This design comes from an exercise in tuning for small area, a short achievable clock period and few clock cycles per item on the open sky130 flow, not from production work. Only simulation tests tie the RTL to the original design; equivalence was not proved.

==> v33: inputs <==
Design datc_gain, start of the top module:
module datc_gain (
    input  wire        clk,
    input  wire        rst,
    input  wire        ctl_valid,
    input  wire        ctl_vol,        
    input  wire [1:0]  ctl_ch,         
    input  wire [15:0] ctl_arg,
    input  wire        blk_valid,
    output wire        blk_ready,
    input  wire [4:0]  blk_cnt,        
    input  wire [2:0]  blk_fmt,        
    input  wire        in_valid,
    output wire        in_ready,
    input  wire [63:0] in_data,        
    output wire        out_valid,
    input  wire        out_ready,
    output wire [31:0] out_data,
    output wire        out_last
);
make LEC_CHECK=0 CAP_MARGIN=0 CORE_MARGIN=2 CORE_UTILIZATION=65 SLEW_MARGIN=0 finish   # period 12.5 ns
run.sh (not shown) runs the stock make flow with config.mk's settings and CLKGATE_MAP_FILE= SYNTH_SCRIPT=/design/flow/synth_recipe.tcl, a recipe that flattens the netlist after the stock synthesis.
==> inputs of v19, as changes to v33 <==
--- a/flow/design.v
+++ b/flow/design.v
@@ -70,15 +70,14 @@
     reg [1:0]  rl;                 
     reg [2:0]  ph0, ph1;           
     reg        sw0, sw1;           
     reg [1:0]  ssil;               
     reg        needdiv;
     reg [5:0]  dvc;
     reg        dv1;                
-    reg        dvnz, dvgt1;        
     reg        act;
     reg        pend;
     reg [4:0]  wcnt;
     reg [4:0]  N;
     reg [23:0] smp;
     reg        sv, sch, sf16;
     reg        in_ready_r, blk_ready_r;
@@ -93,25 +92,25 @@
     assign out_last  = olast;
     assign out_data  = of16 ? {oy[15:0], 16'd0} : {oy, 8'd0};
     wire       go     = ~kv;
     wire       pop    = ov & out_ready;
     wire [5:0] w2N    = {N, 1'b0};
     wire       want_s = act & ({1'b0, wcnt} < w2N);
     wire       ich    = wcnt[0];
-    wire       nbwait = ~pend & (needdiv | dvnz | (ich ? rl[1] : rl[0]));
+    wire       nbwait = ~pend & (needdiv | (dvc != 6'd0) | (ich ? rl[1] : rl[0]));
     wire       iss_s  = go & want_s & sv & ~nbwait;
     wire       iss_p  = go & act & ~want_s;
     wire       iss    = iss_s | iss_p;
     wire       lastw  = wcnt == 5'd31;
     wire       fin    = act & iss & lastw;
     wire       accb   = blk_valid & blk_ready_r;
     wire       capR   = in_ready_r & in_valid;
     wire       capL   = ~in_ready_r & in_valid & (fleft != 5'd0) & (~sv | iss_s);
     wire       nz     = blk_cnt != 5'd0;
-    wire       estart = ~eb & (dirty != 2'd0) & (rl == 2'd0) & ~wr_d;
+    wire       estart = ~eb & (dirty != 2'd0) & (rl == 2'd0);
     wire       esel   = ~dirty[0];
     wire [15:0] vsel  = esel ? vol1 : vol0;
     wire signed [16:0] atts = $signed({vol2[15], vol2}) + $signed({vsel[15], vsel});
     wire        les   = atts <= -17'sd32768;
     wire [14:0] natts = ~atts[14:0] + 15'd1;
     wire [1:0] dset;
     assign dset[0] = wr & ctl_vol & (ctl_ch == 2'd0 || ctl_ch == 2'd2);
@@ -137,82 +136,59 @@
     wire [4:0] wcnt_n  = (accb & (~act | fin)) ? 5'd0 : (iss ? wcnt + 5'd1 : wcnt);
     wire [4:0] N_n     = (accb & (~act | fin)) ? blk_cnt : ((fin & pend) ? nbN : N);
     wire       fin0    = (ph0 == PRF) | (ph0 == PS2);
     wire       fin1    = (ph1 == PRF) | (ph1 == PS2);
     wire [1:0] rl_n    = accb ? {nz, nz} : (rl & ~{fin1, fin0});
     wire [1:0] fx_n    = dv1 ? ~{sg1, sg0} : (fx & ~{ph1 == PF2, ph0 == PF2});
     wire       nd_n    = accb ? (nz & (blk_cnt != 5'd16)) : (needdiv & (rl != 2'd0));
-    wire [5:0] dvc_n   = (needdiv & (rl == 2'd0)) ? 6'd41 : (dvnz ? dvc - 6'd1 : 6'd0);
-    wire       dvnz_n  = (needdiv & (rl == 2'd0)) | dvgt1;
+    wire [5:0] dvc_n   = (needdiv & (rl == 2'd0)) ? 6'd41 : ((dvc != 6'd0) ? dvc - 6'd1 : 6'd0);
     wire       n16_n   = accb ? (blk_cnt == 5'd16) : (nbN == 5'd16);
     wire [4:0] fleft_n = accb ? blk_cnt : (fleft - {4'd0, capR});
     wire       sv_n    = capR | capL | (sv & ~iss_s);
     wire       sch_n   = capR ? 1'b1 : (capL ? 1'b0 : sch);
     wire       eb_n    = estart | (eb & ~edone);
     wire [1:0] dirty_n = (dirty & ~dclr) | dset;
     wire       wr_d_n  = wr;
-    wire       act_a0   = fin ? pend : act;
-    wire       pend_a0  = fin ? 1'b0 : pend;
-    wire       pend_a1  = act & ~fin;
-    wire [4:0] wcnt_a0  = iss ? wcnt + 5'd1 : wcnt;
-    wire [4:0] wcnt_a1  = pend_a1 ? wcnt_a0 : 5'd0;
-    wire [4:0] N_a0     = (fin & pend) ? nbN : N;
-    wire [4:0] N_a1     = pend_a1 ? N : blk_cnt;
-    wire [1:0] rl_a0    = rl & ~{fin1, fin0};
-    wire       nd_a0    = needdiv & (rl != 2'd0);
-    wire       nd_a1    = nz & (blk_cnt != 5'd16);
-    wire [5:0] w2N_a0   = {N_a0, 1'b0};
-    wire [5:0] w2N_a1   = {N_a1, 1'b0};
-    wire       f0_a0    = ~pend_a0 | (N_a0 == 5'd0) | ({1'b0, wcnt_a0} > w2N_a0 - 6'd2);
-    wire       f1_a0    = ~pend_a0 | (N_a0 == 5'd0) | ({1'b0, wcnt_a0} > w2N_a0 - 6'd1);
-    wire       f0_a1    = ~pend_a1 | (N == 5'd0) | ({1'b0, wcnt_a0} > {N, 1'b0} - 6'd2);
-    wire       f1_a1    = ~pend_a1 | (N == 5'd0) | ({1'b0, wcnt_a0} > {N, 1'b0} - 6'd1);
-    wire       st0_n    = accb ? (nz & f0_a1) : (rl_a0[0] & f0_a0);
-    wire       st1_n    = accb ? (nz & f1_a1) : (rl_a0[1] & f1_a0);
-    wire       ws_a0    = act_a0 & ({1'b0, wcnt_a0} < w2N_a0) &
-                          ~(~pend_a0 & (nd_a0 | dvnz_n | (wcnt_a0[0] ? rl_a0[1] : rl_a0[0])));
-    wire       ws_a1    = ({1'b0, wcnt_a1} < w2N_a1) &
-                          ~(~pend_a1 & (nd_a1 | dvnz_n | nz));
-    wire       in_ready_n  = sv_n & ~sch_n & go_n & (accb ? ws_a1 : ws_a0);
-    wire       irdy_a0  = sv_n & ~sch_n & go_n & ws_a0;
-    wire [4:0] fleft_a0 = fleft - {4'd0, capR};
-    wire       blk_ready_n = ~accb & ~estart & (eb ? edone : 1'b1) & (((dirty & ~dclr) | dset) == 2'd0) & ~wr &
-                             ~pend_a0 & (rl_a0 == 2'd0) & ~nd_a0 & ~dvnz_n &
-                             (~act_a0 | (wcnt_a0[4:1] == 4'b1111)) &
-                             ((fleft_a0 == 5'd0) | ((fleft_a0 == 5'd1) & irdy_a0));
+    wire [5:0] w2N_n    = {N_n, 1'b0};
+    wire       free0_n  = ~pend_n | (N_n == 5'd0) | ({1'b0, wcnt_n} > w2N_n - 6'd2);
+    wire       free1_n  = ~pend_n | (N_n == 5'd0) | ({1'b0, wcnt_n} > w2N_n - 6'd1);
+    wire       want_s_n = act_n & ({1'b0, wcnt_n} < w2N_n);
+    wire       nbwait_n = ~pend_n & (nd_n | (dvc_n != 6'd0) | (wcnt_n[0] ? rl_n[1] : rl_n[0]));
+    wire       in_ready_n  = sv_n & ~sch_n & go_n & want_s_n & ~nbwait_n;
+    wire       blk_ready_n = ~eb_n & (dirty_n == 2'd0) & ~wr_d_n & ~pend_n & (rl_n == 2'd0) &
+                             ~nd_n & (dvc_n == 6'd0) & (~act_n | (wcnt_n[4:1] == 4'b1111)) &
+                             ((fleft_n == 5'd0) | ((fleft_n == 5'd1) & in_ready_n));
     always @(posedge clk) begin
         if (rst) begin
             sil_r <= 2'b00; wr_d <= 1'b0; le <= 2'b00;
             dirty <= 2'b00; eb <= 1'b0;
             tdb0 <= ONE; tdb1 <= ONE;
             fx <= 2'b00;
-            fleft <= 5'd0; rl <= 2'b00; ph0 <= PI; ph1 <= PI; needdiv <= 1'b0; dvc <= 6'd0; dv1 <= 1'b0; dvnz <= 1'b0; dvgt1 <= 1'b0;
+            fleft <= 5'd0; rl <= 2'b00; ph0 <= PI; ph1 <= PI; needdiv <= 1'b0; dvc <= 6'd0; dv1 <= 1'b0;
             act <= 1'b0; pend <= 1'b0; wcnt <= 5'd0; N <= 5'd0;
             sv <= 1'b0;
             in_ready_r <= 1'b0; blk_ready_r <= 1'b0;
             p1v <= 1'b0; ov <= 1'b0; kv <= 1'b0;
         end else begin
             sil_r <= {mute2 | mute1 | le[1], mute2 | mute0 | le[0]};
             if (estart) begin
-                if (esel) le[1] <= lesr;
-                else      le[0] <= lesr;
+                if (esel) le[1] <= les;
+                else      le[0] <= les;
             end
             wr_d  <= wr_d_n;
             dirty <= dirty_n;
             eb    <= eb_n;
             fleft <= fleft_n;
             rl    <= rl_n;
-            ph0   <= phnext(ph0, st0_n, fx_n[0], n16_n);
-            ph1   <= phnext(ph1, st1_n, fx_n[1], n16_n);
+            ph0   <= phnext(ph0, rl_n[0] & free0_n, fx_n[0], n16_n);
+            ph1   <= phnext(ph1, rl_n[1] & free1_n, fx_n[1], n16_n);
             fx    <= fx_n;
             needdiv <= nd_n;
             dvc   <= dvc_n;
             dv1   <= dvc_n == 6'd1;
-            dvnz  <= dvnz_n;
-            dvgt1 <= dvc_n > 6'd1;
             act   <= act_n;
             pend  <= pend_n;
             wcnt  <= wcnt_n;
             N     <= N_n;
             sv    <= sv_n;
             in_ready_r  <= in_ready_n;
             blk_ready_r <= blk_ready_n;
@@ -227,20 +203,15 @@
             end
             if (edone) begin
                 if (ec) tdb1 <= one ? ONE : {1'b0, eacc[29:6]};
                 else    tdb0 <= one ? ONE : {1'b0, eacc[29:6]};
             end
         end
     end
-    reg  [14:0] mstart;
-    reg         lesr;
-    always @(posedge clk) begin
-        mstart <= les ? 15'd0 : natts;
-        lesr   <= les;
-    end
+    wire [14:0] mstart = les ? 15'd0 : natts;
     wire [14:0] mrest  = mask & (mask - 15'd1);
     function [29:0] romc(input [14:0] m);    
         reg [14:0] l;
         begin
             l = m & (~m + 15'd1);
             romc = 30'd0;
             if (l[0])  romc = romc | 30'd1073259045;
@@ -259,46 +230,43 @@
             if (l[13]) romc = romc | 30'd26971175;
             if (l[14]) romc = romc | 30'd677485;
         end
     endfunction
     wire        ej0  = ej == 2'd0;
     wire [30:0] eres = {ss, 1'b1} + {sc, cb};
     wire [29:0] eacc = rs ? ea : eres[30:1];
+    wire [9:0]  echk = ej0 ? eacc[9:0] : ea[9:0];
     wire [39:0] tS, tC;
     dg_etree etree (.ss(ej0 ? 30'd0 : ss), .sc(ej0 ? 30'd0 : sc), .cb(cb & ~ej0),
-                    .cf(cf), .a(ea[9:0]), .S(tS), .C(tC));
+                    .cf(cf), .a(echk), .S(tS), .C(tC));
     wire [10:0] tlow = {1'b0, tS[9:0]} + {1'b0, tC[9:0]};
     wire [14:0] m1st = mstart & (mstart - 15'd1);
     always @(posedge clk) begin
         if (estart) begin
             ec   <= esel;
             one  <= mstart == 15'd0;
             ea   <= romc(mstart);
             mask <= m1st;
             mnz  <= m1st != 15'd0;
             cf   <= romc(m1st);
             rs   <= 1'b1;
             ej   <= 2'd0;
         end else if (eb && mnz) begin
-            if (ej == 2'd3) begin
-                ea   <= eres[30:1];
-                rs   <= 1'b1;
+            ss   <= tS[39:10];
+            sc   <= tC[39:10];
+            cb   <= tlow[10];
+            ea   <= (ej0 ? eacc : ea) >> 10;
+            if (ej == 2'd2) begin
                 ej   <= 2'd0;
+                rs   <= 1'b0;
+                mask <= mrest;
+                mnz  <= mrest != 15'd0;
+                cf   <= romc(mrest);
             end else begin
-                ss   <= tS[39:10];
-                sc   <= tC[39:10];
-                cb   <= tlow[10];
-                ea   <= ea >> 10;
                 ej   <= ej + 2'd1;
-                if (ej == 2'd2) begin
-                    rs   <= 1'b0;
-                    mask <= mrest;
-                    mnz  <= mrest != 15'd0;
-                    cf   <= romc(mrest);
-                end
             end
         end
     end
     wire [24:0] gh0 = ga0[40:16];
     wire [24:0] gh1 = ga1[40:16];
     wire [25:0] ds0 = (sw0 ? {1'b0, gh0} : {1'b0, te0}) - (sw0 ? {1'b0, te0} : {1'b0, gh0});
     wire [25:0] ds1 = (sw1 ? {1'b0, gh1} : {1'b0, te1}) - (sw1 ? {1'b0, te1} : {1'b0, gh1});
@@ -308,15 +276,15 @@
     wire [41:0] r1  = ar1[42:1];
     wire [4:0] dt0 = {rm0, st0[40]};
     wire [4:0] dt1 = {rm1, st1[40]};
     wire       ge0 = dt0 >= nbN;
     wire       ge1 = dt1 >= nbN;
     wire [4:0] dd0 = dt0 - nbN;
     wire [4:0] dd1 = dt1 - nbN;
-    wire       dstep = dvnz;
+    wire       dstep = dvc != 6'd0;
     always @(posedge clk) begin
         if (rst) begin
             ga0 <= {ONE, 16'd0};
             ga1 <= {ONE, 16'd0};
             sw0 <= 1'b0;
             sw1 <= 1'b0;
         end else begin
==> inputs of v38, as changes to v33 <==
--- a/flow/design.v
+++ b/flow/design.v
@@ -70,15 +70,14 @@
     reg [1:0]  rl;                 
     reg [2:0]  ph0, ph1;           
     reg        sw0, sw1;           
     reg [1:0]  ssil;               
     reg        needdiv;
     reg [5:0]  dvc;
     reg        dv1;                
-    reg        dvnz, dvgt1;        
     reg        act;
     reg        pend;
     reg [4:0]  wcnt;
     reg [4:0]  N;
     reg [23:0] smp;
     reg        sv, sch, sf16;
     reg        in_ready_r, blk_ready_r;
@@ -93,15 +92,15 @@
     assign out_last  = olast;
     assign out_data  = of16 ? {oy[15:0], 16'd0} : {oy, 8'd0};
     wire       go     = ~kv;
     wire       pop    = ov & out_ready;
     wire [5:0] w2N    = {N, 1'b0};
     wire       want_s = act & ({1'b0, wcnt} < w2N);
     wire       ich    = wcnt[0];
-    wire       nbwait = ~pend & (needdiv | dvnz | (ich ? rl[1] : rl[0]));
+    wire       nbwait = ~pend & (needdiv | (dvc != 6'd0) | (ich ? rl[1] : rl[0]));
     wire       iss_s  = go & want_s & sv & ~nbwait;
     wire       iss_p  = go & act & ~want_s;
     wire       iss    = iss_s | iss_p;
     wire       lastw  = wcnt == 5'd31;
     wire       fin    = act & iss & lastw;
     wire       accb   = blk_valid & blk_ready_r;
     wire       capR   = in_ready_r & in_valid;
@@ -137,16 +136,15 @@
     wire [4:0] wcnt_n  = (accb & (~act | fin)) ? 5'd0 : (iss ? wcnt + 5'd1 : wcnt);
     wire [4:0] N_n     = (accb & (~act | fin)) ? blk_cnt : ((fin & pend) ? nbN : N);
     wire       fin0    = (ph0 == PRF) | (ph0 == PS2);
     wire       fin1    = (ph1 == PRF) | (ph1 == PS2);
     wire [1:0] rl_n    = accb ? {nz, nz} : (rl & ~{fin1, fin0});
     wire [1:0] fx_n    = dv1 ? ~{sg1, sg0} : (fx & ~{ph1 == PF2, ph0 == PF2});
     wire       nd_n    = accb ? (nz & (blk_cnt != 5'd16)) : (needdiv & (rl != 2'd0));
-    wire [5:0] dvc_n   = (needdiv & (rl == 2'd0)) ? 6'd41 : (dvnz ? dvc - 6'd1 : 6'd0);
-    wire       dvnz_n  = (needdiv & (rl == 2'd0)) | dvgt1;
+    wire [5:0] dvc_n   = (needdiv & (rl == 2'd0)) ? 6'd41 : ((dvc != 6'd0) ? dvc - 6'd1 : 6'd0);
     wire       n16_n   = accb ? (blk_cnt == 5'd16) : (nbN == 5'd16);
     wire [4:0] fleft_n = accb ? blk_cnt : (fleft - {4'd0, capR});
     wire       sv_n    = capR | capL | (sv & ~iss_s);
     wire       sch_n   = capR ? 1'b1 : (capL ? 1'b0 : sch);
     wire       eb_n    = estart | (eb & ~edone);
     wire [1:0] dirty_n = (dirty & ~dclr) | dset;
     wire       wr_d_n  = wr;
@@ -165,31 +163,31 @@
     wire       f0_a0    = ~pend_a0 | (N_a0 == 5'd0) | ({1'b0, wcnt_a0} > w2N_a0 - 6'd2);
     wire       f1_a0    = ~pend_a0 | (N_a0 == 5'd0) | ({1'b0, wcnt_a0} > w2N_a0 - 6'd1);
     wire       f0_a1    = ~pend_a1 | (N == 5'd0) | ({1'b0, wcnt_a0} > {N, 1'b0} - 6'd2);
     wire       f1_a1    = ~pend_a1 | (N == 5'd0) | ({1'b0, wcnt_a0} > {N, 1'b0} - 6'd1);
     wire       st0_n    = accb ? (nz & f0_a1) : (rl_a0[0] & f0_a0);
     wire       st1_n    = accb ? (nz & f1_a1) : (rl_a0[1] & f1_a0);
     wire       ws_a0    = act_a0 & ({1'b0, wcnt_a0} < w2N_a0) &
-                          ~(~pend_a0 & (nd_a0 | dvnz_n | (wcnt_a0[0] ? rl_a0[1] : rl_a0[0])));
+                          ~(~pend_a0 & (nd_a0 | (dvc_n != 6'd0) | (wcnt_a0[0] ? rl_a0[1] : rl_a0[0])));
     wire       ws_a1    = ({1'b0, wcnt_a1} < w2N_a1) &
-                          ~(~pend_a1 & (nd_a1 | dvnz_n | nz));
+                          ~(~pend_a1 & (nd_a1 | (dvc_n != 6'd0) | nz));
     wire       in_ready_n  = sv_n & ~sch_n & go_n & (accb ? ws_a1 : ws_a0);
     wire       irdy_a0  = sv_n & ~sch_n & go_n & ws_a0;
     wire [4:0] fleft_a0 = fleft - {4'd0, capR};
     wire       blk_ready_n = ~accb & ~estart & (eb ? edone : 1'b1) & (((dirty & ~dclr) | dset) == 2'd0) & ~wr &
-                             ~pend_a0 & (rl_a0 == 2'd0) & ~nd_a0 & ~dvnz_n &
+                             ~pend_a0 & (rl_a0 == 2'd0) & ~nd_a0 & (dvc_n == 6'd0) &
                              (~act_a0 | (wcnt_a0[4:1] == 4'b1111)) &
                              ((fleft_a0 == 5'd0) | ((fleft_a0 == 5'd1) & irdy_a0));
     always @(posedge clk) begin
         if (rst) begin
             sil_r <= 2'b00; wr_d <= 1'b0; le <= 2'b00;
             dirty <= 2'b00; eb <= 1'b0;
             tdb0 <= ONE; tdb1 <= ONE;
             fx <= 2'b00;
-            fleft <= 5'd0; rl <= 2'b00; ph0 <= PI; ph1 <= PI; needdiv <= 1'b0; dvc <= 6'd0; dv1 <= 1'b0; dvnz <= 1'b0; dvgt1 <= 1'b0;
+            fleft <= 5'd0; rl <= 2'b00; ph0 <= PI; ph1 <= PI; needdiv <= 1'b0; dvc <= 6'd0; dv1 <= 1'b0;
             act <= 1'b0; pend <= 1'b0; wcnt <= 5'd0; N <= 5'd0;
             sv <= 1'b0;
             in_ready_r <= 1'b0; blk_ready_r <= 1'b0;
             p1v <= 1'b0; ov <= 1'b0; kv <= 1'b0;
         end else begin
             sil_r <= {mute2 | mute1 | le[1], mute2 | mute0 | le[0]};
             if (estart) begin
@@ -203,16 +201,14 @@
             rl    <= rl_n;
             ph0   <= phnext(ph0, st0_n, fx_n[0], n16_n);
             ph1   <= phnext(ph1, st1_n, fx_n[1], n16_n);
             fx    <= fx_n;
             needdiv <= nd_n;
             dvc   <= dvc_n;
             dv1   <= dvc_n == 6'd1;
-            dvnz  <= dvnz_n;
-            dvgt1 <= dvc_n > 6'd1;
             act   <= act_n;
             pend  <= pend_n;
             wcnt  <= wcnt_n;
             N     <= N_n;
             sv    <= sv_n;
             in_ready_r  <= in_ready_n;
             blk_ready_r <= blk_ready_n;
@@ -308,15 +304,15 @@
     wire [41:0] r1  = ar1[42:1];
     wire [4:0] dt0 = {rm0, st0[40]};
     wire [4:0] dt1 = {rm1, st1[40]};
     wire       ge0 = dt0 >= nbN;
     wire       ge1 = dt1 >= nbN;
     wire [4:0] dd0 = dt0 - nbN;
     wire [4:0] dd1 = dt1 - nbN;
-    wire       dstep = dvnz;
+    wire       dstep = dvc != 6'd0;
     always @(posedge clk) begin
         if (rst) begin
             ga0 <= {ONE, 16'd0};
             ga1 <= {ONE, 16'd0};
             sw0 <= 1'b0;
             sw1 <= 1'b0;
         end else begin
==> notes <==
- In v19 the wire length is lower than in v38, by about 3%.
- Hold slack, highest first: v38, v19, v33.
- Global-route usage: v33 < v19 < v38.
- Sequential share of layout area, highest first: v38, v33, v19.
- Synthesized cell count, highest first: v33, v38, v19.
==> figures <==
| quantity | v38 | v19 | v33 |
|---|---|---|---|
| DIE HEIGHT | 327 um | 325 um | 329 um |
| Portion of the clock cycle consumed by the worst path in the final layout | 40.9% | 50.1% | 42.2% |
| Fin crit period | 5110 ps | 6260 ps | 5270 ps |
| Insertion delay of the later-clocked pin in the worst-skew pair | 700 ps | 680 ps | 670 ps |
| Hold path depth | 2 | 0 | 0 |
| Invs w/o clock | 990 | 978 | 1002 |
| Footprint of the multi-input gates | 45000 um^2 | 44900 um^2 | 45700 um^2 |
| Storage element area | 17800 um^2 | 17400 um^2 | 17800 um^2 |
| Run status | finished clean | finished clean | finished clean |
| Sequential fraction of the synthesis area | 26.2% | 25.9% | 25.9% |
| Count of cell instances traversed by the critical path | 12 | 15 | 13 |
| Flop and latch count out of synthesis | 693 | 676 | 695 |
Testbench counts of v33, summed over its fixed seeds: cycles 13,301, blocks 384.
Testbench counts of v19, summed over its fixed seeds: cycles 12,829, blocks 384.
Testbench counts of v38, summed over its fixed seeds: cycles 13,301, blocks 384.

## separate check: timing with driven ports
How much do the figures lean on ideal ports? The routed layouts below were timed once more, with nothing changed but the port constraints.
Step 1, drivers: a clkbuf_16 drives clk and a buf_2 each remaining input, both assumed.
Step 2 moves the port delays by t, midway between the first and last clock arrival at a register: inputs arrive t later, outputs are due t later. That takes back most of the time a late clock gives input paths.
a / b / c = ideal ports / drivers / drivers and shift; a / b = the first two.
run	t, ns	setup WS [ns]	cell pins on the clock port's net
v33	0.738	7.231 / 7.231 / 6.975	1
v19	0.740	6.242 / 6.290 / 5.550	1
v38	0.757	7.392 / 7.392 / 7.125	1
After both steps setup and hold are still met in every run listed. For v19, which loses most, drivers alone change the setup slack by +0.048 ns; drivers and shift together by -0.692 ns.
